This is an optimization exercise on Yosys and OpenROAD, whose aim is small area, a short achievable clock period and few clock cycles, not a production implementation. RTL that was checked went through simulation tests only; none was proved equivalent to the original. Only the layout flow was run in runs 1 to 4; the RTL was not checked for function there. No activity file was given, so power comes from the tool's default toggle rates.

==> flow/design.v <==
module frx_rx (
    input  wire        clk,
    input  wire        rst,           
    input  wire        in_valid,
    input  wire [7:0]  in_data,
    input  wire        in_last,
    output wire        in_ready,
    output wire        out_valid,
    output wire [7:0]  out_data,
    output wire        out_last,
    input  wire        out_ready,
    output wire [31:0] bytes_read,
    output wire [31:0] bytes_invalid,
    output wire        idle
);
    localparam [7:0] HEAD = 8'hF7;
    localparam integer DF = 8;          
    localparam integer WD = 8;          
    localparam [2:0] E_CHK  = 3'd0,     
                     E_SCAN = 3'd1,     
                     E_SKIP = 3'd2,     
                     E_FRM  = 3'd3,     
                     E_CRC  = 3'd4,     
                     E_CRCD = 3'd5;     
    function [7:0] crc8_byte(input [7:0] c, input [7:0] d);
        integer i;
        reg [7:0] r;
        begin
            r = c ^ d;
            for (i = 0; i < 8; i = i + 1)
                r = r[7] ? ((r << 1) ^ 8'h07) : (r << 1);
            crc8_byte = r;
        end
    endfunction
    function [10:0] add10(input [9:0] x, input [9:0] y);
        integer i, k;
        reg [9:0] g, p, gn, pn;
        begin
            g = x & y;
            p = x ^ y;
            for (k = 1; k < 10; k = k * 2) begin
                gn = g; pn = p;
                for (i = k; i < 10; i = i + 1) begin
                    gn[i] = g[i] | (p[i] & g[i-k]);
                    pn[i] = p[i] & p[i-k];
                end
                g = gn; p = pn;
            end
            add10 = {g[9], (x ^ y) ^ {g[8:0], 1'b0}};
        end
    endfunction
    function [21:0] inc22(input [21:0] x, input c);
        integer i;
        reg [21:0] t;
        begin
            t[0] = c;
            for (i = 1; i < 22; i = i + 1)
                t[i] = t[i-1] & x[i-1];
            inc22 = x ^ t;
        end
    endfunction
    reg        rv;
    reg [7:0]  rdat;
    reg        rlast;
    reg        in_rdy;
    reg        mid_chunk;
    wire       in_fire = in_valid & in_rdy;
    assign in_ready = in_rdy;
    reg [10*WD-1:0] win;
    reg [3:0]  wc;
    wire [7:0] wd0  = win[7:0];
    wire       wl0  = win[8];
    wire       wf0  = win[9];
    wire [7:0] wd1  = win[17:10];
    wire [7:0] wd2  = win[27:20];
    wire [9:0] wnew = {rdat == HEAD, rlast, rdat};
    reg [2:0]  est;
    reg        resync;
    reg [2:0]  guard;
    reg [8:0]  frs;                     
    reg [7:0]  fl;                      
    reg        first;                   
    reg        flz;                     
    reg        fl1;                     
    reg [7:0]  crc;
    reg        em;                      
    reg [7:0]  cstart;
    reg        cand_live;
    reg [8:0]  inv_add, rd_add;
    reg [9:0]  inv_lo, rd_lo;
    reg [21:0] inv_hi, rd_hi;
    reg        inv_c, rd_c;
    reg [2047:0] ring;
    reg [7:0]  a;                       
    reg [7:0]  W;                       
    reg        adj;                     
    reg        fa;                      
    reg [8*DF-1:0] fq;
    reg [3:0]  fcnt;
    reg        act;                     
    reg [7:0]  P;                       
    reg        hit;                     
    reg        ost_len;                 
    reg [7:0]  rem;
    reg        rem1;                    
    reg        v0, v1, l0, l1;
    reg [7:0]  d0, d1;
    reg        idle_r;
    assign out_valid     = v0;
    assign out_data      = d0;
    assign out_last      = l0;
    assign bytes_read    = {rd_hi, rd_lo};
    assign bytes_invalid = {inv_hi, inv_lo};
    assign idle          = idle_r;
    wire [7:0] tap  = ring[2047:2040];
    wire [7:0] fq0  = fq[7:0];
    wire       fne  = (fcnt != 4'd0);
    wire       full_q = fcnt[3];
    wire       room     = !(v0 & v1);
    wire       take     = hit & room;
    wire       take_a   = take & !act;              
    wire       tlast    = act & !ost_len & rem1;
    wire       rempty   = !act & !fne & !cand_live;
    wire       writable = rempty | fa | take;
    reg        pop, we, push;
    reg [2:0]  est_n, guard_n;
    reg        resync_n, cand_live_n;
    reg        inc1, addf_inv, addf_rd;
    wire [7:0] crc_upd = crc8_byte(crc, wd0);
    wire       wc1 = (wc != 4'd0);
    wire       wc6 = (wc >= 4'd6);
    always @(*) begin
        pop = 1'b0; we = 1'b0; push = 1'b0;
        est_n = est; guard_n = guard; resync_n = resync;
        cand_live_n = cand_live;
        inc1 = 1'b0; addf_inv = 1'b0; addf_rd = 1'b0;
        case (est)
            E_CHK, E_SCAN: begin
                if (est == E_SCAN && wc1 && !wf0) begin
                    pop = 1'b1; inc1 = 1'b1;
                    if (guard != 3'd0)
                        guard_n = guard - 3'd1;
                    else if (wl0) begin
                        resync_n = 1'b1;           
                        est_n    = E_CHK;
                    end
                end else if (est == E_SCAN && wc1 && !wc6) begin
                    resync_n = 1'b0;               
                    est_n    = E_CHK;
                end else if (wc6) begin
                    if (est == E_SCAN) resync_n = 1'b0;
                    pop = 1'b1;
                    if ((est == E_CHK && resync) || !wf0) begin
                        inc1    = 1'b1;
                        est_n   = E_SCAN;
                        guard_n = 3'd4;
                    end else if (wd2 < 8'd3) begin
                        inc1    = 1'b1;
                        est_n   = E_SKIP;
                        guard_n = 3'd2;
                    end else
                        est_n   = E_FRM;
                end
            end
            E_SKIP: begin
                if (wc1) begin
                    pop = 1'b1; inc1 = 1'b1;
                    if (guard == 3'd1) begin
                        est_n   = E_SCAN;
                        guard_n = 3'd2;
                    end else
                        guard_n = guard - 3'd1;
                end
            end
            E_FRM: begin
                if (wc1 && writable && (first || adj)) begin
                    pop = 1'b1; we = 1'b1;
                    if (first) cand_live_n = 1'b1;
                    if (flz) begin
                        if (em && !full_q) begin
                            push        = 1'b1;    
                            addf_rd     = 1'b1;
                            cand_live_n = 1'b0;
                            est_n       = E_CRCD;
                        end else
                            est_n = E_CRC;
                    end
                end
            end
            E_CRC: begin
                if (wc1) begin
                    if (wd0 == crc) begin
                        if (!full_q) begin
                            pop = 1'b1; push = 1'b1;
                            addf_rd     = 1'b1;
                            cand_live_n = 1'b0;
                            est_n       = E_CHK;
                        end
                    end else begin
                        pop = 1'b1;
                        addf_inv    = 1'b1;
                        cand_live_n = 1'b0;
                        if (wl0) begin
                            resync_n = 1'b1;
                            est_n    = E_CHK;
                        end else begin
                            est_n    = E_SCAN;
                            guard_n  = 3'd0;
                        end
                    end
                end
            end
            E_CRCD: begin
                if (wc1) begin
                    pop   = 1'b1;
                    est_n = E_CHK;
                end
            end
            default: est_n = E_CHK;
        endcase
    end
    wire       chk_go = (est == E_CHK || est == E_SCAN) && wc6 && wf0 &&
                        !(est == E_CHK && resync) && !(wd2 < 8'd3);
    wire [7:0] a1     = a + 8'd1;
    wire       act_n  = take ? !(act & tlast) : act;
    wire       eqP    = (a1 == P);
    wire       eqH    = (a1 == fq0);
    wire       eqC    = (a1 == cstart);
    wire       fne_n  = fne ? !(take_a && fcnt == 4'd1) || push : push;
    wire       hit_n  = act_n ? (take | eqP) : (fne ? eqH : (push & eqC));
    wire       xcmp   = act_n ? !(take | eqP) :
                        (fne ? !eqH : ((we & first) | !eqC));
    wire       rempty_n = !act_n & !fne_n & !cand_live_n;
    wire       aW     = (a == W);
    wire       eff    = fa | take | rempty;
    wire       fa_n   = rempty_n | (eff ? xcmp : aW);
    wire [3:0] wc_n   = wc + {3'd0, rv} - {3'd0, pop};
    wire       in_rdy_n = pop ? ((wc + {3'd0, rv}) <= 4'd7) || ((wc + {3'd0, rv}) == 4'd8 && !in_fire)
                              : ((wc + {3'd0, rv}) <= 4'd6) || ((wc + {3'd0, rv}) == 4'd7 && !in_fire);
    wire       quiet  = !mid_chunk & !rv & !act & !fne & !v0 & !v1 &
                        (!wc1 || (est == E_CHK && !wc6)) &
                        (inv_add == 9'd0) & (rd_add == 9'd0) & !inv_c & !rd_c;
    wire [10:0] inv_sum = add10(inv_lo, {1'b0, inv_add});
    wire [10:0] rd_sum  = add10(rd_lo,  {1'b0, rd_add});
    integer i;
    always @(posedge clk) begin
        ring <= {ring[2039:0], (we ? wd0 : tap)};
        if (rst) begin
            rv        <= 1'b0;
            in_rdy    <= 1'b1;
            mid_chunk <= 1'b0;
            wc        <= 4'd0;
            est       <= E_CHK;
            resync    <= 1'b0;
            guard     <= 3'd0;
            cand_live <= 1'b0;
            inv_add   <= 9'd0;
            rd_add    <= 9'd0;
            inv_lo    <= 10'd0;
            rd_lo     <= 10'd0;
            inv_hi    <= 22'd0;
            rd_hi     <= 22'd0;
            inv_c     <= 1'b0;
            rd_c      <= 1'b0;
            a         <= 8'd0;
            fa        <= 1'b1;
            adj       <= 1'b0;
            fcnt      <= 4'd0;
            act       <= 1'b0;
            hit       <= 1'b0;
            v0        <= 1'b0;
            v1        <= 1'b0;
            idle_r    <= 1'b0;
        end else begin
            rv     <= in_fire;
            if (in_fire) mid_chunk <= !in_last;
            in_rdy <= in_rdy_n;
            wc <= wc_n;
            for (i = 0; i < WD; i = i + 1) begin
                if (pop) begin
                    if (rv && wc == i + 1)
                        win[10*i +: 10] <= wnew;
                    else if (i < WD - 1)
                        win[10*i +: 10] <= win[10*(i+1) +: 10];
                end else if (rv && wc == i)
                    win[10*i +: 10] <= wnew;
            end
            est       <= est_n;
            guard     <= guard_n;
            resync    <= resync_n;
            cand_live <= cand_live_n;
            inv_add <= inc1 ? 9'd1 : (addf_inv ? frs : 9'd0);
            rd_add  <= addf_rd ? frs : 9'd0;
            inv_lo  <= inv_sum[9:0];
            inv_c   <= inv_sum[10];
            inv_hi  <= inc22(inv_hi, inv_c);
            rd_lo   <= rd_sum[9:0];
            rd_c    <= rd_sum[10];
            rd_hi   <= inc22(rd_hi, rd_c);
            a   <= a1;
            fa  <= fa_n;
            adj <= we | aW;
            hit <= hit_n;
            if (take_a) begin
                for (i = 0; i < DF - 1; i = i + 1)
                    fq[8*i +: 8] <= (push && fcnt == i + 1) ? cstart : fq[8*(i+1) +: 8];
            end else if (push) begin
                for (i = 0; i < DF; i = i + 1)
                    if (fcnt == i) fq[8*i +: 8] <= cstart;
            end
            fcnt <= fcnt + {3'd0, push} - {3'd0, take_a};
            act <= act_n;
            if (take) begin
                P <= a1;
                if (!act)
                    ost_len <= 1'b1;
                else if (ost_len) begin
                    ost_len <= 1'b0;
                    rem     <= tap - 8'd1;
                    rem1    <= (tap == 8'd2);
                end else begin
                    rem     <= rem - 8'd1;
                    rem1    <= (rem == 8'd2);
                end
            end
            if (!v0 || out_ready) begin
                if (v1) begin
                    v0 <= 1'b1; d0 <= d1; l0 <= l1;
                    v1 <= 1'b0;
                end else if (take) begin
                    v0 <= 1'b1; d0 <= tap; l0 <= tlast;
                end else
                    v0 <= 1'b0;
            end else if (take) begin
                v1 <= 1'b1; d1 <= tap; l1 <= tlast;
            end
            idle_r <= quiet && !in_fire;
        end
        rdat  <= in_data;
        rlast <= in_last;
        if (chk_go) begin
            frs   <= {1'b0, wd2} + 9'd3;
            fl    <= wd2;
            first <= 1'b1;
            flz   <= 1'b0;
            fl1   <= 1'b0;
            crc   <= 8'd0;
        end else if (we) begin
            fl    <= fl - 8'd1;
            first <= 1'b0;
            flz   <= fl1;
            fl1   <= (fl == 8'd2);
            if (!first) crc <= crc_upd;
        end
        em <= (wc >= 4'd3) && fl1 && we &&
              (crc8_byte(crc_upd, wd1) == wd2);
        if (we) begin
            W <= a;
            if (first) cstart <= a;
        end
    end
endmodule
==> flow/run.sh <==
#!/bin/bash
# synth_recipe.tcl (not shown) runs the flow's synth.tcl, then flattens the netlist and writes it again
# the make line also repeats each setting of config.mk as NAME=value (left out here)
make -C /OpenROAD-flow-scripts/flow DESIGN_CONFIG=/design/flow/config.mk WORK_HOME=/design/flow/orfs CLKGATE_MAP_FILE= SYNTH_SCRIPT=/design/flow/synth_recipe.tcl finish
==> flow/config.mk <==
export PLATFORM = sky130hd
export DESIGN_NAME = frx_rx
export DESIGN_NICKNAME = frx_rx
export VERILOG_FILES = /design/flow/design.v
export SDC_FILE = /design/flow/constraint.sdc
export NUM_CORES = 4
export LEC_CHECK = 0
export CAP_MARGIN = 20
export CORE_MARGIN = 2
export CORE_UTILIZATION = 40
export SLEW_MARGIN = 20
export SYNTH_MEMORY_MAX_BITS = 16384
==> flow/constraint.sdc <==
create_clock -name core_clock -period 12.0 [get_ports {clk}]
set_input_delay 2.4000 -clock core_clock [delete_from_list [all_inputs] [get_ports {clk}]]
set_output_delay 2.4000 -clock core_clock [all_outputs]
set_load 0.01 [all_outputs]
==> impl_metrics.csv, run 1 <==
group,metric,value,unit
status,status,"complete, no violations",
placed_design,dp_hpwl,43.45,mm
setup_path,r2r_start,"rd_c",
finish,fin_area,68500,sq um
timing,slew_headroom,26.36,%
clock_network,htreeDepth,4,
clock_network,cts_tree,"done",
die,io_pins,89,
grt,grt_pass1_wl,126.7,mm
synth,yosysSeqAreaShare,87.09,%
setup_path,cp.required,12680,ps
setup_path,crit_fanout,2,
detailed_routing,via_per_inst,4.118,
timing,clock-skew-final,43.56,ps
placed_design,dp_worst_setup_slack,7356,ps
hold_path,min_to,"ring[1911]",
synth,synth_async_sr_flop_share,0,%
synth,yosys_register_bits,2400,
finish,fill_cells,12174,
timing,layout_setup_ws,7479,ps
finish,antennaDiodeCount,0,
setup_path,worstSetupPathType,"flop to flop",
setup_path,reg2reg_to,"rd_hi[21]",
hold_path,hold_path_startpoint,"ring[1903]",
die,die_h,383.5,um
synth,ys.flop_type,"dfxtp_1",
synth,syn_nets,3596,
die,die_w,383.5,um
hold_path,hold_path_class,"flop to flop",
grt,grt_max_degree,64,
finish,area_growth,18.89,%
grt,antenna_found_initial,4,
timing,setup_viol,0,
timing,tightest_slew,1105,ps
detailed_routing,drc,0,
clock_network,clk_path_buf_depth,3,
synth,synth_top_area_cell,"dfxtp_1",
timing,post-route-min-period,4521,ps
setup_path,start_kind,"flop",
synth,netlist_top_cells_count,"2187 x dfxtp_1, 213 x edfxtp_1, 128 x nor2_1",
die,dieArea,147100,sq um
die,row_count,139,
timing,finalSetupTns,0,ps
flow_run,max_cap_violations,0,
detailed_routing,routedWlPerCell,13.11,um
timing,grt_setup_unrepaired,"false",
synth,synth_edf_count,213,
power,peakVddDrop,0.1407,mV
detailed_routing,wl,76.61,mm
detailed_routing,drtPass1Iterations,5,
detailed_routing,dr.first_iter.drc_count,1194,
clock_network,path_clk_slew,60,ps
setup_path,arrival,5200,ps
placed_design,io_buffers,88,
synth,yosys-top-cells-area,"dfxtp_1 76%, edfxtp_1 11%, ha_1 1.8%",
grt,overflow,0,
placed_design,place_area,60740,sq um
clock_network,clkLatencyLatePin,820,ps
clock_network,cts_setup_buffers,0,
clock_network,cts_sinks,2400,
synth,synth_top_area_share,75.99,%
finish,nNetsFinal,3861,
power,leakage,27.18,nW
placed_design,place.gp.congestion,0.7764,
timing,fin_crit_sh,37.67,%
synth,ys_warn_count,1,
clock_network,numCtsBuffers,216,
timing,drv_slew,0,
synth,synth_most_common_cell,"dfxtp_1",
hold_path,min_path_cells,0,
setup_path,reg2regPathDepth,23,
timing,fmax,221.2,MHz
grt,grtUsageTotal,10.56,%
detailed_routing,ant_nets,0,
setup_path,end_kind,"flop",
power,power.density,226.2,nW/um^2
synth,avgSynthCellArea,16.48,sq um
synth,syn_inst,3496,
timing,hold_violations,0,
synth,synth_cell_types,71,
clock_network,cts-root-buf,"clkbuf_16",
grt,grt_pass1_vias,24356,
finish,drive_above_1_share,11.62,%
setup_path,reg2reg_slack,7480,ps
clock_network,postCtsHoldBufs,0,
die,coreArea,143300,sq um
detailed_routing,route.vias.total,24071,
die,start_util,40.21,%
synth,syn-cell-area,57620,sq um
clock_network,post_cts_resized,0,
-- where the power goes --
| group | switching [mW] | total [mW] | internal, mW |
|---|---|---|---|
| Sequential | 0.0382 | 8.14 | 8.11 |
| Clock | 2.91 | 7.11 | 4.20 |
| Combinational | 0.126 | 0.236 | 0.110 |
-- final cells by class --
type | count | area, sq um | area share [%]
Clock inverter | 88 | 1359 | 1.984
Multi-Input combinational cell | 984 | 7019 | 10.25
Clock buffer | 311 | 6392 | 9.332
Timing Repair Buffer | 95 | 930.9 | 1.359
Tap cell | 1903 | 2381 | 3.476
Inverter | 64 | 240.2 | 0.3507
Sequential cell | 2400 | 50180 | 73.25
-- through the flow --
| stage | cells | utilization [%] | power, mW | hold WS (ps) |
|---|---|---|---|---|
| finish | 5845 | 47.80 | 15.49 | 294.0 |
| global route | 5845 | 47.80 | 16.07 | 290.0 |
| CTS | 5845 | 47.79 | 15.73 | 286.7 |
| detailed placement | 5446 | 42.38 | 8.559 | 312.1 |
| global placement | 5446 | 42.38 | 8.555 | 310.9 |
| floorplan | 3496 | - | 8.498 | 309.6 |
-- worst max-delay path by stage --
stage	start	to	slack [ps]	cells after the start
floorplan	inv_hi[0]	inv_hi[20]	7730	22
global placement	rst	rv	7380	6
detailed placement	rst	rv	7360	6
CTS	rd_c	rd_hi[21]	7440	23
global route	rd_c	rd_hi[21]	7230	23
finish	rd_c	rd_hi[21]	7480	23
-- flip-flops by register name (all words and copies together) (netlist names), 3 cells and up --
register / count
P: 8
W: 8
a: 8
crc: 8
cstart: 8
d0: 8
d1: 8
est: 3
fcnt: 4
fl: 8
fq: 64
frs: 9
guard: 3
inv_add: 9
inv_hi: 22
inv_lo: 10
rd_add: 9
rd_hi: 22
rd_lo: 10
rdat: 8
rem: 8
ring: 2048
wc: 4
win: 80
-- cell families (layout without fill, tap and decap cells) --
| family | count (synthesis) | in the layout | synth area share [%] |
|---|---|---|---|
| fa+ha+maj | 87 | 87 | 1.928 |
| compound gates | 225 | 225 | 2.384 |
| simple gates | 451 | 451 | 3.798 |
| mux | 103 | 103 | 2.013 |
| buf+inv | 112 | 558 | 0.7557 |
| flops | 2400 | 2400 | 87.09 |
| xor+xnor | 118 | 118 | 2.033 |
-- cell usage in the layout, fill, tap and decap left out, drive strengths merged, types with 5 or more instances in the layout --
| master | count |
|---|---|
| dfxtp | 2187 |
| nand4 | 11 |
| mux2 | 79 |
| buf | 8 |
| bufinv | 21 |
| clkdlybuf4s50 | 87 |
| o22ai | 57 |
| o21ai | 51 |
| a21boi | 6 |
| nor3b | 6 |
| and3 | 8 |
| ha | 84 |
| or3 | 6 |
| nor2 | 131 |
| nor2b | 57 |
| inv | 77 |
| xnor2 | 65 |
| nand2b | 8 |
| xor2 | 50 |
| edfxtp | 213 |
| a21oi | 73 |
| mux2i | 24 |
| nand2 | 116 |
| and2 | 23 |
| o21a | 5 |
| nor3 | 40 |
| a211oi | 7 |
| clkinv | 52 |
| clkbuf | 311 |
| nor4 | 15 |
| nand3 | 16 |
-- layer usage --
layer	vias up	wire (um)	GRT usage (%)	share of wire, %
met5	-	13	0	0.017
met4	2	2091	4.510	2.7
met3	172	4372	3.040	5.7
met2	466	31150	14.83	41
met1	11384	38980	15.15	51
li1	12047	-	-	-
-- critical path: stages (launching register included) --
cell and delay [ps]:
dfxtp_1 350, ha_1 200, ha_1 180, ha_1 180, ha_1 190, ha_1 180
ha_1 190, ha_1 190, ha_1 180, ha_1 180, ha_1 180, ha_1 180
ha_1 180, ha_1 180, ha_1 180, ha_1 180, ha_1 190, ha_1 180
ha_1 180, ha_1 180, ha_1 180, ha_1 190, xnor2_1 150, nor2_1 60
==> inputs of run 2 (changes only) <==
--- a/flow/design.v
+++ b/flow/design.v
@@ -51,10 +51,10 @@
     endfunction
-    function [21:0] inc22(input [21:0] x, input c);
+    function [7:0] inc8(input [7:0] x, input c);
         integer i;
-        reg [21:0] t;
+        reg [7:0] t;
         begin
             t[0] = c;
-            for (i = 1; i < 22; i = i + 1)
+            for (i = 1; i < 8; i = i + 1)
                 t[i] = t[i-1] & x[i-1];
-            inc22 = x ^ t;
+            inc8 = x ^ t;
         end
@@ -90,4 +90,5 @@
     reg [9:0]  inv_lo, rd_lo;
-    reg [21:0] inv_hi, rd_hi;
-    reg        inv_c, rd_c;
+    reg [7:0]  inv_h1, inv_h2, rd_h1, rd_h2;
+    reg [5:0]  inv_h3, rd_h3;
+    reg        inv_c1, inv_c2, inv_c3, rd_c1, rd_c2, rd_c3;
     reg [2047:0] ring;
@@ -111,4 +112,4 @@
     assign out_last      = l0;
-    assign bytes_read    = {rd_hi, rd_lo};
-    assign bytes_invalid = {inv_hi, inv_lo};
+    assign bytes_read    = {rd_h3, rd_h2, rd_h1, rd_lo};
+    assign bytes_invalid = {inv_h3, inv_h2, inv_h1, inv_lo};
     assign idle          = idle_r;
@@ -241,3 +242,4 @@
                         (!wc1 || (est == E_CHK && !wc6)) &
-                        (inv_add == 9'd0) & (rd_add == 9'd0) & !inv_c & !rd_c;
+                        (inv_add == 9'd0) & (rd_add == 9'd0) &
+                        !inv_c1 & !inv_c2 & !inv_c3 & !rd_c1 & !rd_c2 & !rd_c3;
     wire [10:0] inv_sum = add10(inv_lo, {1'b0, inv_add});
@@ -260,6 +262,14 @@
             rd_lo     <= 10'd0;
-            inv_hi    <= 22'd0;
-            rd_hi     <= 22'd0;
-            inv_c     <= 1'b0;
-            rd_c      <= 1'b0;
+            inv_h1    <= 8'd0;
+            inv_h2    <= 8'd0;
+            inv_h3    <= 6'd0;
+            rd_h1     <= 8'd0;
+            rd_h2     <= 8'd0;
+            rd_h3     <= 6'd0;
+            inv_c1    <= 1'b0;
+            inv_c2    <= 1'b0;
+            inv_c3    <= 1'b0;
+            rd_c1     <= 1'b0;
+            rd_c2     <= 1'b0;
+            rd_c3     <= 1'b0;
             a         <= 8'd0;
@@ -294,7 +304,15 @@
             inv_lo  <= inv_sum[9:0];
-            inv_c   <= inv_sum[10];
-            inv_hi  <= inc22(inv_hi, inv_c);
+            inv_c1  <= inv_sum[10];
+            inv_h1  <= inc8(inv_h1, inv_c1);
+            inv_c2  <= inv_c1 & (&inv_h1);
+            inv_h2  <= inc8(inv_h2, inv_c2);
+            inv_c3  <= inv_c2 & (&inv_h2);
+            inv_h3  <= inc8({2'b00, inv_h3}, inv_c3);
             rd_lo   <= rd_sum[9:0];
-            rd_c    <= rd_sum[10];
-            rd_hi   <= inc22(rd_hi, rd_c);
+            rd_c1   <= rd_sum[10];
+            rd_h1   <= inc8(rd_h1, rd_c1);
+            rd_c2   <= rd_c1 & (&rd_h1);
+            rd_h2   <= inc8(rd_h2, rd_c2);
+            rd_c3   <= rd_c2 & (&rd_h2);
+            rd_h3   <= inc8({2'b00, rd_h3}, rd_c3);
             a   <= a1;
==> impl_metrics.csv, run 2 <==
group,metric,value,unit
setup_path,crit_fanout,5,
setup_path,path_cells,"clkdlybuf4s50_1",
synth,syn_nets,3589,
setup_path,path_depth,1,
setup_path,cp.required,9600,ps
die,start_util,40.35,%
grt,antenna_found_initial,0,
clock_network,cts_setup_buffers,0,
finish,antennaDiodeCount,0,
timing,drv_slew,0,
detailed_routing,drtPass1Iterations,8,
grt,grtUsageTotal,10.40,%
hold_path,min_path_cells,0,
timing,grt_setup_unrepaired,"false",
setup_path,cp_top_family,"buffers and inverters",
setup_path,cpPeakStageDelay,620,ps
timing,fin_crit_sh,35.18,%
power,peakVddDrop,0.1354,mV
synth,avgSynthCellArea,16.59,sq um
finish,largest_registers,"ring x2048, win x80, fq x64",
grt,grt_pass1_vias,24031,
finish,largest_reg_flops,2048,
clock_network,cts-root-buf,"clkbuf_16",
synth,synth_most_common_cell,"dfxtp_1",
die,dieArea,148000,sq um
clock_network,clk_path_buf_depth,3,
detailed_routing,wl,75.36,mm
detailed_routing,routedWlPerCell,12.93,um
grt,grt_pass1_wl,125.2,mm
die,coreArea,143700,sq um
setup_path,arrival,1820,ps
placed_design,place.gp.congestion,0.8084,
synth,yosys-top-cells-area,"dfxtp_1 76%, edfxtp_1 11%, ha_1 1.7%",
timing,fmax,236.9,MHz
status,status,"complete, no violations",
synth,ys.flop_type,"dfxtp_1",
placed_design,dp_hpwl,42.93,mm
grt,overflow,0,
synth,synth_cell_types,80,
die,die_w,384.7,um
synth,syn_inst,3493,
clock_network,numCtsBuffers,204,
synth,ys_warn_count,1,
setup_path,cp_num_buf_inv,1,
synth,yosys_register_bits,2404,
clock_network,cts_sinks,2404,
clock_network,post_cts_resized,0,
synth,synth_async_sr_flop_share,0,%
clock_network,clkLatencyLatePin,810,ps
setup_path,worstSetupPathType,"flop to output pin",
detailed_routing,drc,0,
detailed_routing,route.vias.total,24235,
placed_design,dp_worst_setup_slack,7458,ps
grt,grt_max_degree,78,
setup_path,reg2regPathDepth,9,
timing,clock-skew-final,57.66,ps
timing,setup_viol,0,
timing,finalSetupTns,0,ps
finish,layout_common_cells,"2191 x dfxtp_1, 213 x edfxtp_1, 209 x clkbuf_16",
synth,synth_top_area_share,75.68,%
timing,hold_violations,0,
synth,synth_edf_count,213,
finish,nNetsFinal,3842,
detailed_routing,dr.first_iter.drc_count,1263,
synth,netlist_top_cells_count,"2191 x dfxtp_1, 213 x edfxtp_1, 100 x nand2_1",
setup_path,crit_slowest_cell,"clkdlybuf4s50_1",
finish,regMostFlops,"ring",
flow_run,max_cap_violations,0,
clock_network,postCtsHoldBufs,0,
power,leakage,26.64,nW
clock_network,path_clk_slew,70,ps
detailed_routing,via_per_inst,4.158,
clock_network,htreeDepth,4,
die,io_pins,89,
setup_path,start_kind,"flop",
placed_design,io_buffers,88,
finish,area_growth,17.59,%
finish,final_common_cell,"dfxtp_1",
finish,drive_above_1_share,12.05,%
synth,synth_top_area_cell,"dfxtp_1",
synth,syn-cell-area,57960,sq um
die,row_count,139,
timing,slew_headroom,31.72,%
timing,layout_setup_ws,7779,ps
setup_path,end_kind,"output pin",
detailed_routing,ant_nets,0,
hold_path,hold_path_class,"flop to flop",
die,die_h,384.7,um
timing,tightest_slew,1024,ps
timing,post-route-min-period,4221,ps
synth,yosysSeqAreaShare,86.71,%
power,power.density,238.1,nW/um^2
clock_network,cts_tree,"done",
-- run 2: kinds of logic after synthesis --
kind of cell	Yosys count	synth area share [%]
simple gates	405	3.607
flops	2404	86.71
compound gates	255	2.759
fa+ha+maj	84	1.848
mux	109	2.180
buf+inv	105	0.8635
xor+xnor	131	2.031
-- run 2: area by class of cell --
type	instances	area [sq um]
Fill cell	12197	75500
Sequential cell	2404	50260
Multi-Input combinational cell	984	7232
Clock buffer	302	6050
Tap cell	1903	2381
Clock inverter	84	1052
Timing Repair Buffer	97	945.9
Inverter	55	235.2
-- run 2: per-layer routing --
metal,up-vias,global-route usage (%),share of wire [%]
met5,-,0,0
met4,0,4.745,2.8
met3,176,2.785,5.0
met2,383,14.52,41
met1,11572,14.97,51
li1,12104,-,-
-- run 2: worst paths after layout --
kind	startpoint	endpoint	slack, ps
setup / recovery	v0	out_valid	7780
setup reg to reg	win[3]	fq[3]	7800
hold / removal	ring[1364]	ring[1372]	280
hold reg to reg	ring[1364]	ring[1372]	280
-- run 2: report_power, final --
part	internal (mW)	total [mW]	switching (mW)
logic	0.476	1.07	0.598
clock network	3.83	6.63	2.80
registers	8.34	8.52	0.180
total	12.6	16.2	3.58
-- run 2: metrics by stage --
stage / instances / cell area [sq um] / util [%] / power [mW] / hold slack, ps
2_1_floorplan: 3493 / 57960 / - / 9.529 / 309.6
4_1_cts: 5829 / 68140 / 47.43 / 16.43 / 278.3
3_3_place_gp: 5442 / 61030 / 42.48 / 9.737 / 309.9
5_1_grt: 5829 / 68150 / 47.44 / 16.91 / 285.2
6_report: 5829 / 68150 / 47.44 / 16.23 / 280.2
3_5_place_dp: 5443 / 61030 / 42.49 / 9.766 / 312.1
==> inputs of run 3 (changes only) <==
==> flow/flow/run.sh (new file) <==
#!/bin/bash
# The standard layout (the standard.sh, unchanged synthesis, floorplan,
# placement, CTS and routing), with timing repair asked to leave more setup
# slack than the default, so that the resizer also works on paths that already
# meet the clock period.
set -euo pipefail
export SETUP_SLACK_MARGIN=8.0
bash standard.sh > standard_flow.log 2>&1
==> flow/standard.sh (new file) <==
#!/bin/bash
# synth_recipe.tcl (not shown) runs the flow's synth.tcl, then flattens the netlist and writes it again
# the make line also repeats each setting of config.mk as NAME=value (left out here)
make -C /OpenROAD-flow-scripts/flow DESIGN_CONFIG=/design/flow/config.mk WORK_HOME=/design/flow/orfs CLKGATE_MAP_FILE= SYNTH_SCRIPT=/design/flow/synth_recipe.tcl "${@:-finish}"
removed: flow/run.sh
==> impl_metrics.csv, run 3 <==
group,metric,value,unit
grt,antenna_found_initial,0,
power,power.density,236.3,nW/um^2
synth,synth_most_common_cell,"dfxtp_1",
detailed_routing,routedWlPerCell,12.91,um
power,finalPower,16.02,mW
clock_network,htreeDepth,4,
finish,area_growth,16.92,%
setup_path,cp_top_family,"compound AO/OA/AOI/OAI gates",
clock_network,cts_setup_buffers,0,
synth,ys.flop_type,"dfxtp_1",
finish,final_common_cell,"dfxtp_1",
setup_path,worstSetupPathType,"flop to flop",
finish,largest_registers,"ring x2048, win x80, fq x64",
timing,grt_setup_unrepaired,"true",
die,coreArea,143700,sq um
grt,grtUsageTotal,10.38,%
setup_path,cp_num_buf_inv,1,
setup_path,crit_top_cell,"ha_1",
setup_path,path_cells,"xnor2_1, ha_1, and3_1, nand3_1, o31ai_4, inv_1, ha_1, or2_2, a21oi_1",
finish,nNetsFinal,3838,
placed_design,dp_worst_setup_slack,7416,ps
setup_path,end_kind,"flop",
detailed_routing,drtPass1Iterations,16,
synth,synth_cell_types,80,
timing,drv_slew,0,
finish,antennaDiodeCount,0,
power,peakVddDrop,0.1362,mV
synth,yosys_register_bits,2404,
die,start_util,40.35,%
finish,drive_above_1_share,11.70,%
synth,synth_edf_count,213,
die,row_count,139,
hold_path,hold_path_class,"flop to flop",
die,die_w,384.7,um
power,leakage,26.83,nW
clock_network,cts_sinks,2404,
finish,largest_reg_flops,2048,
timing,slew_headroom,31.42,%
detailed_routing,drc,0,
status,status,"complete, no violations",
synth,synth_async_sr_flop_share,0,%
timing,fmax,252.2,MHz
grt,grt_pass1_vias,24009,
synth,yosysSeqAreaShare,86.71,%
setup_path,start_kind,"flop",
synth,synth_top_area_cell,"dfxtp_1",
die,die_h,384.7,um
synth,synth_top_area_share,75.68,%
clock_network,path_clk_slew,60,ps
synth,syn-cell-area,57960,sq um
timing,setup_viol,0,
synth,ys_warn_count,1,
die,io_pins,89,
grt,grt_max_degree,78,
clock_network,cts-root-buf,"clkbuf_16",
placed_design,io_buffers,88,
timing,finalSetupTns,0,ps
detailed_routing,wl,74.98,mm
finish,layout_common_cells,"2191 x dfxtp_1, 213 x edfxtp_1, 204 x clkbuf_16",
detailed_routing,dr.first_iter.drc_count,1297,
clock_network,clkLatencyLatePin,820,ps
grt,grt_pass1_wl,124.6,mm
clock_network,clk_path_buf_depth,3,
setup_path,arrival,4360,ps
timing,hold_violations,0,
synth,avgSynthCellArea,16.59,sq um
grt,overflow,0,
timing,layout_setup_ws,8036,ps
clock_network,cts_tree,"done",
die,dieArea,148000,sq um
setup_path,cpPeakStageDelay,630,ps
synth,syn_inst,3493,
placed_design,dp_hpwl,42.58,mm
flow_run,max_cap_violations,0,
detailed_routing,route.vias.total,24133,
detailed_routing,ant_nets,0,
placed_design,place.gp.congestion,0.7974,
clock_network,numCtsBuffers,202,
timing,tightest_slew,1029,ps
timing,post-route-min-period,3964,ps
synth,yosys-top-cells-area,"dfxtp_1 76%, edfxtp_1 11%, ha_1 1.7%",
setup_path,crit_slowest_cell,"a21oi_1",
synth,netlist_top_cells_count,"2191 x dfxtp_1, 213 x edfxtp_1, 100 x nand2_1",
synth,syn_nets,3589,
timing,clock-skew-final,57.50,ps
setup_path,cp.required,12390,ps
timing,fin_crit_sh,33.04,%
detailed_routing,via_per_inst,4.154,
setup_path,crit_fanout,13,
finish,regMostFlops,"ring",
run 3: cell count changes in the layout (fill, tap and decap cells not counted), sizes merged:
cell,before,now
buf,10,9
bufinv,14,9
clkbuf,302,300
clkdlybuf4s15,0,6
clkdlybuf4s50,87,11
clkinv,55,46
clkinvlp,10,4
dlygate4sd2,0,69
inv,60,64
run 3: layer usage:
layer / GRT usage [%] / routed length, um / vias up
li1: - / - / 12088
met1: 14.95 / 38690 / 11471
met2: 14.43 / 30190 / 401
met3: 2.948 / 3827 / 173
met4: 4.593 / 2274 / 0
met5: 0 / 0 / -
run 3: path summary, 6_finish.rpt:
kind | startpoint | end | slack (ps) | depth (start not counted)
setup / recovery | win[3] | fq[1] | 8040 | 9
hold / removal | ring[1502] | ring[1510] | 290 | 0
setup reg to reg | win[3] | fq[1] | 8040 | 9
hold reg to reg | ring[1502] | ring[1510] | 290 | 0
run 3: stage by stage:
| step | hold slack, ps | area [sq um] | utilization, % | cells |
|---|---|---|---|---|
| global route | 275.6 | 67770 | 47.17 | 5809 |
| detailed placement | 312.1 | 61030 | 42.48 | 5441 |
| floorplan | 309.6 | 57970 | - | 3493 |
| CTS | 279.1 | 67760 | 47.17 | 5809 |
| global placement | 309.7 | 61020 | 42.48 | 5440 |
| finish | 287.7 | 67770 | 47.17 | 5809 |
run 3: cells by family after synthesis:
kind of cell / share of synthesized area [%]
compound gates: 2.759
xor+xnor: 2.031
fa+ha+maj: 1.848
buf+inv: 0.8635
flops: 86.71
mux: 2.180
simple gates: 3.607
run 3: report_power, final:
part,internal (mW),switching [mW]
logic,0.475,0.582
clock network,3.66,2.77
registers,8.34,0.181
total,12.5,3.54
run 3: what timing repair did:
item / CTS / global route
endpoints found under the hold margin: 0 / 0
resized for setup: 90 / 0
hold buffers: 0 / 0
endpoints found under the setup margin: 142 / 56
run 3: layout make-up:
type | instances | area (sq um)
inverters | 55 | 235.2
well taps | 1903 | 2381
fillers | 12368 | 75890
clock buffers | 300 | 5966
clock inverters | 68 | 842.1
multi-input cells | 984 | 7246
repair buffers | 95 | 839.6
flip-flops and latches | 2404 | 50260
==> inputs of run 4 (changes only) <==
==> flow/flow/run.sh (replaced) <==
#!/bin/bash
# The standard layout (the standard.sh: unchanged synthesis, floorplan,
# placement, CTS and routing) with two changes in how it is made:
#  - timing repair is asked to leave more setup slack than the default, so the
#    resizer also works on paths that already meet the clock period;
#  - clock tree synthesis clusters up to 25 sinks within 80 um per leaf buffer
#    and inserts no dummy loads.
set -euo pipefail
export SETUP_SLACK_MARGIN=8.0
export CTS_ARGS="-sink_clustering_enable -repair_clock_nets -dont_use_dummy_load -sink_clustering_size 25 -sink_clustering_max_diameter 80"
bash standard.sh > standard_flow.log 2>&1
==> impl_metrics.csv, run 4 <==
group,metric,value,unit
placed_design,place.gp.congestion,0.7974,
setup_path,worstSetupPathType,"flop to flop",
power,peakVddDrop,0.1276,mV
timing,hold_violations,0,
clock_network,cts-root-buf,"clkbuf_16",
finish,layout_common_cells,"2188 x dfxtp_1, 213 x edfxtp_1, 107 x clkbuf_16",
status,status,"complete, no violations",
timing,finalSetupTns,0,ps
synth,ys_warn_count,1,
grt,grt.busiest_layer,"met1",
power,leakage,24.81,nW
clock_network,path_clk_slew,90,ps
setup_path,reg2regPathDepth,9,
finish,drive_above_1_share,6.831,%
setup_path,crit_fanout,13,
timing,grt_setup_unrepaired,"true",
die,die_w,384.7,um
grt,grt_pass1_wl,119.5,mm
die,die_h,384.7,um
hold_path,hold_path_class,"flop to flop",
power,power.density,209.6,nW/um^2
synth,synth_top_area_share,75.68,%
synth,syn_nets,3589,
die,row_count,139,
clock_network,clkLatencyLatePin,770,ps
synth,synth_most_common_cell,"dfxtp_1",
detailed_routing,drc,0,
grt,use_met1,14.89,%
timing,clock-skew-final,88.16,ps
timing,fmax,252.5,MHz
synth,synth_top_area_cell,"dfxtp_1",
grt,grtUsageTotal,9.881,%
detailed_routing,ant_nets,0,
synth,ys.flop_type,"dfxtp_1",
power,finalPower,13.34,mW
clock_network,numCtsBuffers,107,
finish,fin_cells,5548,
grt,grtUsageMet3,2.258,%
synth,netlist_top_cells_count,"2191 x dfxtp_1, 213 x edfxtp_1, 100 x nand2_1",
clock_network,htreeDepth,3,
setup_path,arrival,4280,ps
finish,largest_reg_flops,2048,
clock_network,cts_sinks,2404,
grt,grt_pass1_vias,22567,
synth,yosys_register_bits,2404,
detailed_routing,drtPass1Iterations,17,
die,dieArea,148000,sq um
die,start_util,40.35,%
detailed_routing,route.vias.total,23285,
synth,yosysSeqAreaShare,86.71,%
finish,area_growth,9.803,%
timing,tightest_slew,1017,ps
grt,grt_max_degree,78,
setup_path,end_kind,"flop",
die,coreArea,143700,sq um
finish,nNetsFinal,3743,
clock_network,cts_tree,"done",
setup_path,crit_slowest_cell,"a21oi_1",
timing,post-route-min-period,3960,ps
setup_path,crit_top_cell,"ha_1",
finish,largest_registers,"ring x2048, win x80, fq x64",
synth,syn-cell-area,57960,sq um
detailed_routing,wl,72.38,mm
timing,slew_headroom,31.99,%
synth,syn_inst,3493,
placed_design,io_buffers,88,
timing,hold_ws,267.7,ps
placed_design,dp_hpwl,42.58,mm
finish,regMostFlops,"ring",
timing,fin_crit_sh,33.00,%
synth,avgSynthCellArea,16.59,sq um
detailed_routing,via_per_inst,4.197,
hold_path,min_path_cells,0,
clock_network,clk_path_buf_depth,3,
setup_path,start_kind,"flop",
finish,antennaDiodeCount,0,
die,io_pins,89,
synth,synth_cell_types,80,
finish,fill_cells,12755,
detailed_routing,routedWlPerCell,13.05,um
timing,drv_slew,0,
setup_path,path_cells,"xnor2_1, ha_1, and3_1, nand3_1, o31ai_4, inv_1, ha_1, or2_2, a21oi_1",
synth,yosys-top-cells-area,"dfxtp_1 76%, edfxtp_1 11%, ha_1 1.7%",
synth,synth_edf_count,213,
placed_design,dp_cells,5441,
grt,antenna_found_initial,0,
grt,met2_usage,13.98,%
synth,synth_async_sr_flop_share,0,%
setup_path,cp.required,12320,ps
flow_run,max_cap_violations,0,
grt,overflow,0,
detailed_routing,dr.first_iter.drc_count,1284,
setup_path,cpPeakStageDelay,640,ps
timing,setup_viol,0,
finish,final_common_cell,"dfxtp_1",
==> run 4: cell counts after synthesis <==
Identical to the previous run, type by type.
==> run 4: final timing paths <==
kind,to,startpoint,slack [ps]
setup reg to reg,fq[3],win[3],8040
setup / recovery,fq[3],win[3],8040
hold reg to reg,ring[1570],ring[1562],270
hold / removal,ring[1570],ring[1562],270
==> run 4: area by class of cell <==
type | instances | area [sq um] | share of cell area [%]
repair buffers | 95 | 833.3 | 1.309
flip-flops and latches | 2404 | 50260 | 78.98
inverters | 55 | 235.2 | 0.3696
well taps | 1903 | 2381 | 3.741
multi-input cells | 984 | 7253 | 11.40
clock buffers | 107 | 2678 | 4.207
==> run 4: cells by family after synthesis <==
family                   after synthesis  share of synthesized area [%]
flip-flops                          2404                          86.71
AND/OR/NAND/NOR                      405                          3.607
AO/OA/AOI/OAI                        255                          2.759
XOR/XNOR                             131                          2.031
multiplexers                         109                          2.180
buffers and inverters                105                         0.8635
adder cells (fa/ha/maj)               84                          1.848
==> run 4: metrics by stage <==
stage	setup slack, ps	utilization [%]	cell area (sq um)
after floorplan	8106	-	57970
after global placement	7448	42.48	61020
after global routing	7802	44.30	63640
final	8040	44.30	63640
after detailed placement	7416	42.48	61030
after CTS	8010	44.29	63630
==> run 4: power by group <==
group / leakage (nW) / total (mW) / internal, mW / switching [mW]
clock network: 1.32 / 3.77 / 1.59 / 2.18
registers: 19.6 / 8.51 / 8.33 / 0.179
logic: 3.85 / 1.06 / 0.475 / 0.581
total: 24.8 / 13.3 / 10.4 / 2.94
==> run 4: per-layer routing <==
metal | vias to the layer above | share of wire, %
met4 | 0 | 2.5
met2 | 270 | 40
met1 | 11156 | 53
met3 | 139 | 4.1
met5 | - | 0
li1 | 11720 | -
==> run 4: repair_timing <==
item | CTS | global route
endpoints found under the hold margin | 0 | 0
pin swaps | 0 | 0
gates resized for setup | 82 | 2
hold buffers | 0 | 0
buffers inserted | 0 | 0
endpoints found under the setup margin | 142 | 56
==> run 4: worst max-delay path: cells and delay by family (launching register included) <==
| kind | cells | cell delay, ps |
|---|---|---|
| buffers and inverters | 1 | 170 |
| XOR/XNOR | 1 | 510 |
| adder cells (fa/ha/maj) | 2 | 460 |
| AND/OR/NAND/NOR | 3 | 770 |
| AO/OA/AOI/OAI | 2 | 1240 |
| flip-flops | 1 | 410 |
==> inputs of run 5 (changes only) <==
--- a/flow/design.v
+++ b/flow/design.v
@@ -236,3 +236,3 @@
     wire       eff    = fa | take | rempty;
-    wire       fa_n   = rempty_n | (eff ? xcmp : aW);
+    wire       fa_n   = rempty_n | ((eff | aW) & xcmp);
     wire [3:0] wc_n   = wc + {3'd0, rv} - {3'd0, pop};
==> impl_metrics.csv, run 5 <==
group,metric,value,unit
status,status,"complete, no violations",
power,seqPwrFrac,67.5,%
timing,grt_setup_unrepaired,"false",
detailed_routing,drc,0,
clock_network,cts-root-buf,"clkbuf_16",
finish,area_growth,10.12,%
synth,synth_cell_types,76,
finish,largest_reg_flops,2048,
placed_design,io_buffers,88,
finish,final_common_cell,"dfxtp_1",
power,peakVddDrop,0.1505,mV
synth,synth_top_family_by_area,"simple AND/OR/NAND/NOR gates",
placed_design,dp_hpwl,44.63,mm
timing,tightest_slew,1077,ps
grt,grt_max_degree,73,
die,die_h,383.7,um
power,switching_share,19.04,%
power,p_clk_share,31.3,%
setup_path,cpPeakStageDelay,400,ps
setup_path,start_kind,"flop",
synth,synth_top_area_share,76.06,%
timing,hold_violations,0,
power,leakage,24.87,nW
die,coreArea,143300,sq um
grt,met2_usage,14.73,%
synth,synthSimpleGateAreaFrac,3.432,%
synth,synth_compound_area_share,2.797,%
grt,grtUsageMet3,2.239,%
grt,use_met1,15.46,%
finish,nNetsFinal,3724,
timing,slew_headroom,28.22,%
setup_path,cp_num_buf_inv,1,
hold_path,hold_path_class,"flop to flop",
die,start_util,40.24,%
die,dieArea,147200,sq um
timing,post-route-min-period,3845,ps
die,row_count,139,
placed_design,dp_cells,5418,
setup_path,crit_slowest_cell,"dfxtp_1",
setup_path,end_kind,"output pin",
synth,synth_adder_area_share,1.840,%
grt,grtUsageTotal,10.29,%
grt,antenna_found_initial,4,
flow_run,max_cap_violations,0,
finish,layout_common_cells,"2186 x dfxtp_1, 213 x edfxtp_1, 107 x clkbuf_16",
detailed_routing,route.vias.total,23341,
synth,synth_xor_area_share,1.951,%
synth,syn_nets,3575,
clock_network,htreeDepth,3,
synth,avgSynthCellArea,16.58,sq um
placed_design,place_area,60700,sq um
setup_path,arrival,1450,ps
placed_design,place.gp.congestion,0.7736,
clock_network,clk_path_buf_depth,3,
timing,clock-skew-final,84.08,ps
finish,fin_area,63500,sq um
setup_path,cp.required,9600,ps
synth,yosys_register_bits,2404,
timing,finalSetupTns,0,ps
synth,syn-cell-area,57670,sq um
grt,grt.busiest_layer,"met1",
synth,synth_edf_count,213,
timing,fmax,260.1,MHz
timing,setup_viol,0,
synth,ys_warn_count,1,
clock_network,numCtsBuffers,107,
timing,fin_crit_sh,32.04,%
clock_network,cts_tree,"done",
finish,fin_cells,5531,
synth,ys.flop_type,"dfxtp_1",
detailed_routing,drtPass1Iterations,5,
synth,netlist_top_cells_count,"2191 x dfxtp_1, 213 x edfxtp_1, 96 x a21oi_1",
synth,synth_top_area_cell,"dfxtp_1",
power,p_int,9.754,mW
detailed_routing,ant_nets,0,
finish,largest_registers,"ring x2048, win x80, fq x64",
finish,regMostFlops,"ring",
detailed_routing,via_per_inst,4.220,
power,power_switching,2.293,mW
detailed_routing,dr.first_iter.drc_count,1310,
setup_path,path_cells,"clkdlybuf4s15_2",
clock_network,cts_sinks,2404,
power,power.density,189.7,nW/um^2
setup_path,crit_fanout,4,
setup_path,cp_top_family,"flip-flops",
synth,synth_async_sr_flop_share,0,%
grt,grt_pass1_wl,123.6,mm
grt,overflow,0,
die,die_w,383.7,um
finish,drive_above_1_share,6.757,%
synth,syn_inst,3479,
setup_path,worstSetupPathType,"flop to output pin",
clock_network,clkLatencyLatePin,750,ps
die,io_pins,89,
synth,yosys-top-cells-area,"dfxtp_1 76%, edfxtp_1 11%, ha_1 1.7%",
power,pwr-share-comb,1.2,%
synth,yosysSeqAreaShare,87.15,%
synth,synth.mux.area_fraction,2.000,%
grt,grt_pass1_vias,22869,
detailed_routing,routedWlPerCell,13.59,um
synth,synth_most_common_cell,"dfxtp_1",
timing,drv_slew,0,
detailed_routing,wl,75.14,mm
clock_network,path_clk_slew,90,ps
run 5: power groups by stage:
stage	Sequential (mW)	Combinational [mW]	Clock, mW
final	8.14	0.141	3.77
after CTS	8.14	0.140	3.94
after global routing	8.14	0.157	4.22
after floorplan	8.30	0.116	0
after detailed placement	8.33	0.139	0
after global placement	8.32	0.136	0
run 5: kinds of logic after synthesis:
| logic type | count (synthesis) |
|---|---|
| AO/OA/AOI/OAI | 264 |
| multiplexers | 104 |
| buffers and inverters | 111 |
| AND/OR/NAND/NOR | 388 |
| XOR/XNOR | 125 |
| adder cells (fa/ha/maj) | 83 |
| flip-flops | 2404 |
run 5: path summary, 6_finish.rpt:
| check | from | endpoint | slack (ps) | depth (start not counted) |
|---|---|---|---|---|
| worst max register to register | fcnt[3] | fq[50] | 8200 | 11 |
| worst min-delay path | ring[1598] | ring[1606] | 250 | 0 |
| worst min register to register | ring[1598] | ring[1606] | 250 | 0 |
| worst max-delay path | v0 | out_valid | 8150 | 1 |
run 5: per-stage QoR:
stage | utilization [%] | worst slack [ps] | hold slack, ps | total power, mW
2_1_floorplan | - | 8102 | 309.6 | 8.419
3_3_place_gp | 42.35 | 7352 | 309.7 | 8.461
3_5_place_dp | 42.36 | 7140 | 312.1 | 8.464
4_1_cts | 44.24 | 7879 | 245.6 | 12.22
5_1_grt | 44.31 | 8002 | 258.7 | 12.52
6_report | 44.31 | 8155 | 253.1 | 12.05
run 5: repair_timing:
item,4_1_cts,5_1_grt
gates cloned,0,0
gates resized for setup,103,14
hold buffers,0,0
pin swaps,1,1
buffers inserted,1,3
endpoints found under the setup margin,234,173
run 5: area by class of cell:
| class | count | area [sq um] |
|---|---|---|
| Tap cell | 1903 | 2381 |
| Fill cell | 12703 | 79810 |
| Antenna cell | 2 | 5.005 |
| Clock buffer | 107 | 2678 |
| Inverter | 56 | 222.7 |
| Multi-Input combinational cell | 964 | 7113 |
| Sequential cell | 2404 | 50260 |
| Timing Repair Buffer | 95 | 838.3 |
run 5: worst register-to-register path: stages, from the launching register on:
cell and delay [ps]:
dfxtp_1 370, inv_1 130, ha_2 270, or3b_1 430, o311a_1 410, nor4_4 330
a32oi_1 190, nor2_4 270, inv_2 130, ha_1 190, or2_2 440, a21oi_4 330
run 5: layer usage:
metal	part of all wire, %	wire, um	vias to the layer above
li1	-	-	11648
met1	52	39120	11237
met2	41	30730	322
met3	4.4	3319	134
met4	2.6	1968	0
met5	0	0	-
Testbench counts of run 5, summed over its fixed seeds: cycles 98,274.
==> inputs of run 6 (changes only) <==
--- a/flow/flow/run.sh
+++ b/flow/flow/run.sh
@@ -8,3 +8,3 @@
 set -euo pipefail
-export SETUP_SLACK_MARGIN=8.0
+export SETUP_SLACK_MARGIN=8.4
 export CTS_ARGS="-sink_clustering_enable -repair_clock_nets -dont_use_dummy_load -sink_clustering_size 25 -sink_clustering_max_diameter 80"
==> impl_metrics.csv, run 6 <==
group,metric,value,unit
die,io_pins,89,
detailed_routing,drc,0,
hold_path,hold_path_class,"flop to flop",
finish,drive_above_1_share,12.51,%
setup_path,path_cells,"buf_2",
timing,post-route-min-period,3636,ps
timing,hold_ws,253.2,ps
detailed_routing,drtPass1Iterations,5,
power,peakVddDrop,0.1712,mV
synth,synth_cell_types,76,
synth,ys.flop_type,"dfxtp_1",
grt,grt_pass1_vias,22890,
setup_path,crit_fanout,1,
timing,slew_headroom,25.69,%
synth,synth_top_area_cell,"dfxtp_1",
setup_path,arrival,1240,ps
synth,netlist_top_cells_count,"2191 x dfxtp_1, 213 x edfxtp_1, 96 x a21oi_1",
clock_network,htreeDepth,3,
die,coreArea,143300,sq um
placed_design,place.gp.congestion,0.7922,
synth,synth_edf_count,213,
placed_design,io_buffers,88,
finish,fill_cells,12497,
die,dieArea,147200,sq um
synth,syn_nets,3575,
clock_network,clk_path_buf_depth,3,
setup_path,reg2reg_to,"win[62]",
setup_path,start_kind,"flop",
detailed_routing,route.vias.total,23587,
timing,tightest_slew,1115,ps
detailed_routing,dr.first_iter.drc_count,1268,
timing,layout_setup_ws,8364,ps
synth,avgSynthCellArea,16.58,sq um
setup_path,cpPeakStageDelay,390,ps
clock_network,path_clk_slew,90,ps
finish,final_common_cell,"dfxtp_1",
finish,nNetsFinal,3792,
synth,yosys_register_bits,2404,
clock_network,cts_sinks,2404,
grt,antenna_found_initial,0,
timing,drv_slew,0,
clock_network,clkLatencyLatePin,760,ps
synth,yosysSeqAreaShare,87.15,%
synth,ys_warn_count,1,
hold_path,hold_path_startpoint,"ring[1472]",
hold_path,min_to,"ring[1480]",
power,power.density,187.5,nW/um^2
setup_path,cp_top_family,"flip-flops",
finish,fin_util,44.98,%
clock_network,cts-root-buf,"clkbuf_16",
timing,finalSetupTns,0,ps
clock_network,numCtsBuffers,109,
setup_path,worstSetupPathType,"flop to output pin",
synth,syn_inst,3479,
timing,fmax,275.1,MHz
synth,synth_async_sr_flop_share,0,%
detailed_routing,via_per_inst,4.213,
detailed_routing,ant_nets,0,
clock_network,cts_tree,"done",
timing,setup_viol,0,
setup_path,end_kind,"output pin",
finish,area_growth,11.78,%
die,start_util,40.24,%
finish,largest_reg_flops,2048,
detailed_routing,routedWlPerCell,13.60,um
die,row_count,139,
placed_design,dp_hpwl,43.68,mm
power,leakage,25.20,nW
timing,grt_setup_unrepaired,"true",
status,status,"complete, no violations",
finish,largest_registers,"ring x2048, win x80, fq x64",
flow_run,max_cap_violations,0,
grt,grt_pass1_wl,123.6,mm
synth,synth_most_common_cell,"dfxtp_1",
synth,yosys-top-cells-area,"dfxtp_1 76%, edfxtp_1 11%, ha_1 1.7%",
die,die_w,383.7,um
timing,fin_crit_sh,30.30,%
synth,syn-cell-area,57670,sq um
grt,overflow,0,
setup_path,crit_slowest_cell,"edfxtp_1",
setup_path,reg2regPathDepth,12,
setup_path,reg2reg_slack,8500,ps
placed_design,dp_worst_setup_slack,7112,ps
hold_path,min_path_cells,0,
setup_path,cp_num_buf_inv,1,
clock_network,postCtsHoldBufs,0,
timing,hold_violations,0,
die,die_h,383.7,um
power,finalPower,12.09,mW
finish,regMostFlops,"ring",
setup_path,r2r_start,"fcnt[3]",
finish,layout_common_cells,"2123 x dfxtp_1, 213 x edfxtp_1, 109 x clkbuf_16",
grt,grtUsageTotal,10.37,%
setup_path,cp.required,9600,ps
synth,synth_top_area_share,76.06,%
timing,clock-skew-final,106.9,ps
grt,grt_max_degree,73,
detailed_routing,wl,76.16,mm
run 6: logic make-up after synthesis:
logic type / after synthesis / share of synthesized area, %
DFF: 2404 / 87.15
and+or+nand+nor: 388 / 3.433
AOI/OAI and AO/OA: 264 / 2.797
xor gates and xnor gates: 125 / 1.951
buffers and inverters: 111 / 0.8266
muxes: 104 / 2.000
adders and majority gates: 83 / 1.840
run 6: routing by layer:
| layer | vias up | routed length, um | GRT usage, % |
|---|---|---|---|
| li1 | 11810 | - | - |
| met1 | 11247 | 38900 | 15.18 |
| met2 | 371 | 31460 | 14.96 |
| met3 | 159 | 3295 | 2.428 |
| met4 | 0 | 2496 | 3.646 |
| met5 | - | 0 | 0 |
run 6: power breakdown:
| part | switching [mW] | total, mW | internal [mW] |
|---|---|---|---|
| Sequential | 0.0336 | 8.14 | 8.10 |
| Combinational | 0.0827 | 0.144 | 0.0613 |
| Clock | 2.19 | 3.80 | 1.62 |
| Total | 2.30 | 12.1 | 9.78 |
run 6: worst max path at each step:
stage           from     endpoint  slack [ps]  depth (start not counted)
2_1_floorplan    rst       win[0]        8280                          3
3_3_place_gp      v1      win[79]        7310                          9
3_5_place_dp      v1      win[77]        7110                          8
4_1_cts        d0[5]  out_data[5]        8280                          1
5_1_grt        d0[2]  out_data[2]        8270                          1
6_report       d0[5]  out_data[5]        8360                          1
run 6: per-stage QoR:
stage | area, sq um | cells
2_1_floorplan | 57730 | 3479
3_3_place_gp | 60760 | 5419
3_5_place_dp | 60760 | 5419
4_1_cts | 64170 | 5578
5_1_grt | 64450 | 5597
6_report | 64460 | 5599
run 6: cell type report:
type	count	area, sq um	area share [%]
Inverter	56	249.0	0.3863
Multi-Input combinational cell	968	7268	11.28
Tap cell	1903	2381	3.694
Antenna cell	2	5.005	0.007764
Timing Repair inverter	1	8.758	0.01359
Clock buffer	109	2728	4.232
Sequential cell	2404	50350	78.11
Timing Repair Buffer	156	1473	2.285
run 6: timing repair:
| item | 4_1_cts | 5_1_grt |
|---|---|---|
| setup buffers | 50 | 13 |
| pin swaps | 2 | 1 |
| gates resized for setup | 492 | 14 |
| endpoints found under the setup margin | 301 | 260 |
| endpoints found under the hold margin | 0 | 0 |
| cloned | 0 | 5 |
==> inputs of run 7 (changes only) <==
--- a/flow/design.v
+++ b/flow/design.v
@@ -68,3 +68,3 @@
     assign in_ready = in_rdy;
-    reg [10*WD-1:0] win;
+    reg [9*WD-1:0] win;
     reg [3:0]  wc;
@@ -72,6 +72,6 @@
     wire       wl0  = win[8];
-    wire       wf0  = win[9];
-    wire [7:0] wd1  = win[17:10];
-    wire [7:0] wd2  = win[27:20];
-    wire [9:0] wnew = {rdat == HEAD, rlast, rdat};
+    wire       wf0  = (wd0 == HEAD);
+    wire [7:0] wd1  = win[16:9];
+    wire [7:0] wd2  = win[25:18];
+    wire [8:0] wnew = {rlast, rdat};
     reg [2:0]  est;
@@ -88,3 +88,3 @@
     reg        cand_live;
-    reg [8:0]  inv_add, rd_add;
+    reg        inv_one, inv_fr, rd_fr;   
     reg [9:0]  inv_lo, rd_lo;
@@ -242,4 +242,6 @@
                         (!wc1 || (est == E_CHK && !wc6)) &
-                        (inv_add == 9'd0) & (rd_add == 9'd0) &
+                        !inv_one & !inv_fr & !rd_fr &
                         !inv_c1 & !inv_c2 & !inv_c3 & !rd_c1 & !rd_c2 & !rd_c3;
+    wire [8:0]  inv_add = inv_fr ? frs : {8'd0, inv_one};
+    wire [8:0]  rd_add  = rd_fr ? frs : 9'd0;
     wire [10:0] inv_sum = add10(inv_lo, {1'b0, inv_add});
@@ -258,4 +260,5 @@
             cand_live <= 1'b0;
-            inv_add   <= 9'd0;
-            rd_add    <= 9'd0;
+            inv_one   <= 1'b0;
+            inv_fr    <= 1'b0;
+            rd_fr     <= 1'b0;
             inv_lo    <= 10'd0;
@@ -291,7 +294,7 @@
                     if (rv && wc == i + 1)
-                        win[10*i +: 10] <= wnew;
+                        win[9*i +: 9] <= wnew;
                     else if (i < WD - 1)
-                        win[10*i +: 10] <= win[10*(i+1) +: 10];
+                        win[9*i +: 9] <= win[9*(i+1) +: 9];
                 end else if (rv && wc == i)
-                    win[10*i +: 10] <= wnew;
+                    win[9*i +: 9] <= wnew;
             end
@@ -301,4 +304,5 @@
             cand_live <= cand_live_n;
-            inv_add <= inc1 ? 9'd1 : (addf_inv ? frs : 9'd0);
-            rd_add  <= addf_rd ? frs : 9'd0;
+            inv_one <= inc1;
+            inv_fr  <= addf_inv;
+            rd_fr   <= addf_rd;
             inv_lo  <= inv_sum[9:0];
--- a/flow/config.mk
+++ b/flow/config.mk
@@ -9,3 +9,3 @@
 export CORE_MARGIN = 2
-export CORE_UTILIZATION = 40
+export CORE_UTILIZATION = 65
 export SLEW_MARGIN = 20
==> impl_metrics.csv, run 7 <==
group,metric,value,unit
die,start_util,65.65,%
hold_path,hold_path_class,"flop to flop",
clock_network,numCtsBuffers,106,
finish,nNetsFinal,3765,
finish,antennaDiodeCount,0,
clock_network,htreeDepth,3,
detailed_routing,drtPass1Iterations,5,
die,coreArea,86890,sq um
synth,synth_edf_count,205,
setup_path,worstSetupPathType,"flop to output pin",
timing,clock-skew-final,57.21,ps
timing,post-route-min-period,3600,ps
synth,avgSynthCellArea,16.45,sq um
timing,layout_setup_ws,8400,ps
synth,ys_warn_count,1,
setup_path,path_cells,"buf_2",
timing,hold_ws,291.4,ps
setup_path,end_kind,"output pin",
synth,netlist_top_cells_count,"2176 x dfxtp_1, 205 x edfxtp_1, 184 x nor2_1",
finish,regMostFlops,"ring",
detailed_routing,dr.first_iter.drc_count,1436,
detailed_routing,route.vias.total,23379,
setup_path,cp_top_family,"flip-flops",
finish,largest_registers,"ring x2048, win x72, fq x64",
placed_design,io_buffers,88,
detailed_routing,via_per_inst,4.848,
setup_path,arrival,1200,ps
finish,area_growth,9.235,%
detailed_routing,wl,82.37,mm
grt,grt_pass1_wl,134.5,mm
detailed_routing,drc,0,
synth,yosys-top-cells-area,"dfxtp_1 76%, edfxtp_1 11%, ha_1 1.8%",
clock_network,postCtsHoldBufs,0,
flow_run,max_cap_violations,0,
power,power.density,191.5,nW/um^2
power,finalPower,11.93,mW
status,status,"complete, no violations",
synth,yosys_register_bits,2381,
synth,ys.flop_type,"dfxtp_1",
setup_path,crit_slowest_cell,"edfxtp_1",
setup_path,cp.required,9600,ps
timing,hold_violations,0,
grt,antenna_found_initial,1,
finish,final_common_cell,"dfxtp_1",
grt,grtUsageTotal,18.77,%
timing,fmax,277.8,MHz
finish,layout_common_cells,"2109 x dfxtp_1, 205 x edfxtp_1, 176 x nor2_1",
die,dieArea,90140,sq um
power,leakage,24.76,nW
clock_network,path_clk_slew,90,ps
synth,syn_inst,3467,
timing,fin_crit_sh,30.00,%
setup_path,crit_fanout,1,
timing,drv_slew,0,
die,io_pins,89,
timing,setup_viol,0,
grt,grt_pass1_vias,24473,
synth,yosysSeqAreaShare,87.16,%
synth,synth_async_sr_flop_share,0,%
grt,grt_max_degree,70,
clock_network,clkLatencyLatePin,670,ps
clock_network,cts-root-buf,"clkbuf_16",
setup_path,cpPeakStageDelay,390,ps
die,die_h,300.2,um
setup_path,cp_num_buf_inv,1,
grt,overflow,0,
finish,largest_reg_flops,2048,
clock_network,clk_path_buf_depth,3,
finish,fill_cells,5279,
die,die_w,300.2,um
synth,synth_top_area_cell,"dfxtp_1",
timing,tightest_slew,839.7,ps
timing,finalSetupTns,0,ps
synth,synth_cell_types,75,
finish,fin_cells,4822,
placed_design,dp_cells,4671,
placed_design,dp_worst_setup_slack,7432,ps
detailed_routing,routedWlPerCell,17.08,um
synth,synth_top_area_share,76.37,%
setup_path,start_kind,"flop",
detailed_routing,ant_nets,0,
synth,syn_nets,3563,
placed_design,dp_hpwl,45.12,mm
synth,synth_most_common_cell,"dfxtp_1",
placed_design,place.gp.congestion,0.8204,
synth,syn-cell-area,57040,sq um
timing,grt_setup_unrepaired,"true",
power,peakVddDrop,0.1594,mV
clock_network,cts_tree,"done",
timing,slew_headroom,43.56,%
die,row_count,108,
finish,drive_above_1_share,11.70,%
clock_network,cts_sinks,2381,
[run 7: cell count changes after synthesis, sizes merged, moves of 8 or more]
cell | before | now
nor3 | 37 | 27
nand3 | 14 | 22
nor4 | 18 | 10
clkbuf | 39 | 26
edfxtp | 213 | 205
nor2 | 89 | 185
and3 | 20 | 12
dfxtp | 2191 | 2176
and2 | 12 | 20
a21oi | 105 | 41
nand2b | 14 | 6
[run 7: layout make-up]
class | count | area, sq um | area share [%]
flip-flops and latches | 2381 | 49820 | 79.96
multi-input cells | 983 | 7082 | 11.37
clock buffers | 106 | 2653 | 4.257
well taps | 1155 | 1445 | 2.319
repair buffers | 138 | 1089 | 1.747
inverters | 59 | 221.5 | 0.3554
[run 7: cell families after synthesis]
| family | count (synthesis) | share of synthesized area, % |
|---|---|---|
| AO/OA/AOI/OAI | 193 | 2.266 |
| XOR/XNOR | 128 | 2.014 |
| adder cells (fa/ha/maj) | 83 | 1.860 |
| buffers and inverters | 103 | 0.7195 |
| flip-flops | 2381 | 87.16 |
| multiplexers | 100 | 1.932 |
| AND/OR/NAND/NOR | 479 | 4.047 |
[run 7: path summary, 6_finish.rpt]
path	startpoint	endpoint	slack, ps	depth (start not counted)
max	d0[6]	out_data[6]	8400	1
min	ring[592]	ring[600]	290	0
max reg2reg	win[6]	fcnt[2]	8670	13
min reg2reg	ring[592]	ring[600]	290	0
[run 7: timing repair]
item	in CTS	in global routing
gates resized for setup	440	11
endpoints found under the hold margin	0	0
cloned	0	0
setup endpoints to repair	279	78
buffers inserted	45	0
[run 7: routing by layer]
layer / vias up / GRT usage, % / wire length [um]
met1: 11163 / 27.46 / 39660
met2: 442 / 29.48 / 37340
li1: 11635 / - / -
met5: - / 0 / 0
met3: 139 / 2.782 / 3322
met4: 0 / 5.429 / 2050
[run 7: report_power, final]
group / leakage (nW) / switching [mW] / internal, mW
clock network: 1.31 / 2.19 / 1.58
logic: 4.01 / 0.0659 / 0.0519
registers: 19.4 / 0.0302 / 8.02
total: 24.8 / 2.28 / 9.65
[run 7: through the flow]
stage	instance area (sq um)	util [%]
global route	62310	71.71
global placement	59290	68.23
floorplan	57120	-
finish	62310	71.71
detailed placement	59290	68.23
CTS	62250	71.64
Testbench counts of run 7, summed over its fixed seeds: cycles 98,274.

## afterwards: timing with drivers on the ports
No port has a modelled driver above. Below, the same layouts with a new extraction and two added sets of constraints.
Step 1 sets driving cells, clkbuf_16 on the clock port and buf_2 on the other inputs (assumed; they add their load-dependent delay and slew).
Step 2 times the ports against the registers' clock, not the clock port: input delays grow and output delays shrink by t, the midpoint of the rising clock arrivals with the driver on.
a / b / c = ideal ports / drivers / drivers and shift; a / b = the first two.
| run | t, ns | slack for setup (ns) | worst register clock-pin slew, ns | worst slew at a driven data input, ns |
|---|---|---|---|---|
| run 1 | 0.863 | 7.479 / 7.479 / 7.384 | 0.07 / 0.07 | 0.04 |
| run 2 | 0.840 | 7.779 / 7.715 / 7.636 | 0.07 / 0.07 | 0.04 |
| run 3 | 0.851 | 8.036 / 8.023 / 7.395 | 0.07 / 0.07 | 0.04 |
| run 4 | 0.770 | 8.040 / 8.034 / 7.381 | 0.10 / 0.10 | 0.04 |
| run 5 | 0.758 | 8.155 / 8.083 / 7.491 | 0.11 / 0.11 | 0.04 |
| run 6 | 0.781 | 8.364 / 8.290 / 7.803 | 0.10 / 0.10 | 0.04 |
| run 7 | 0.718 | 8.400 / 8.336 / 7.809 | 0.10 / 0.10 | 0.06 |
After both steps setup and hold are still met in every run listed. The setup slack of run 5, which loses most, moves by -0.072 ns with the drivers and by -0.664 ns with both steps.
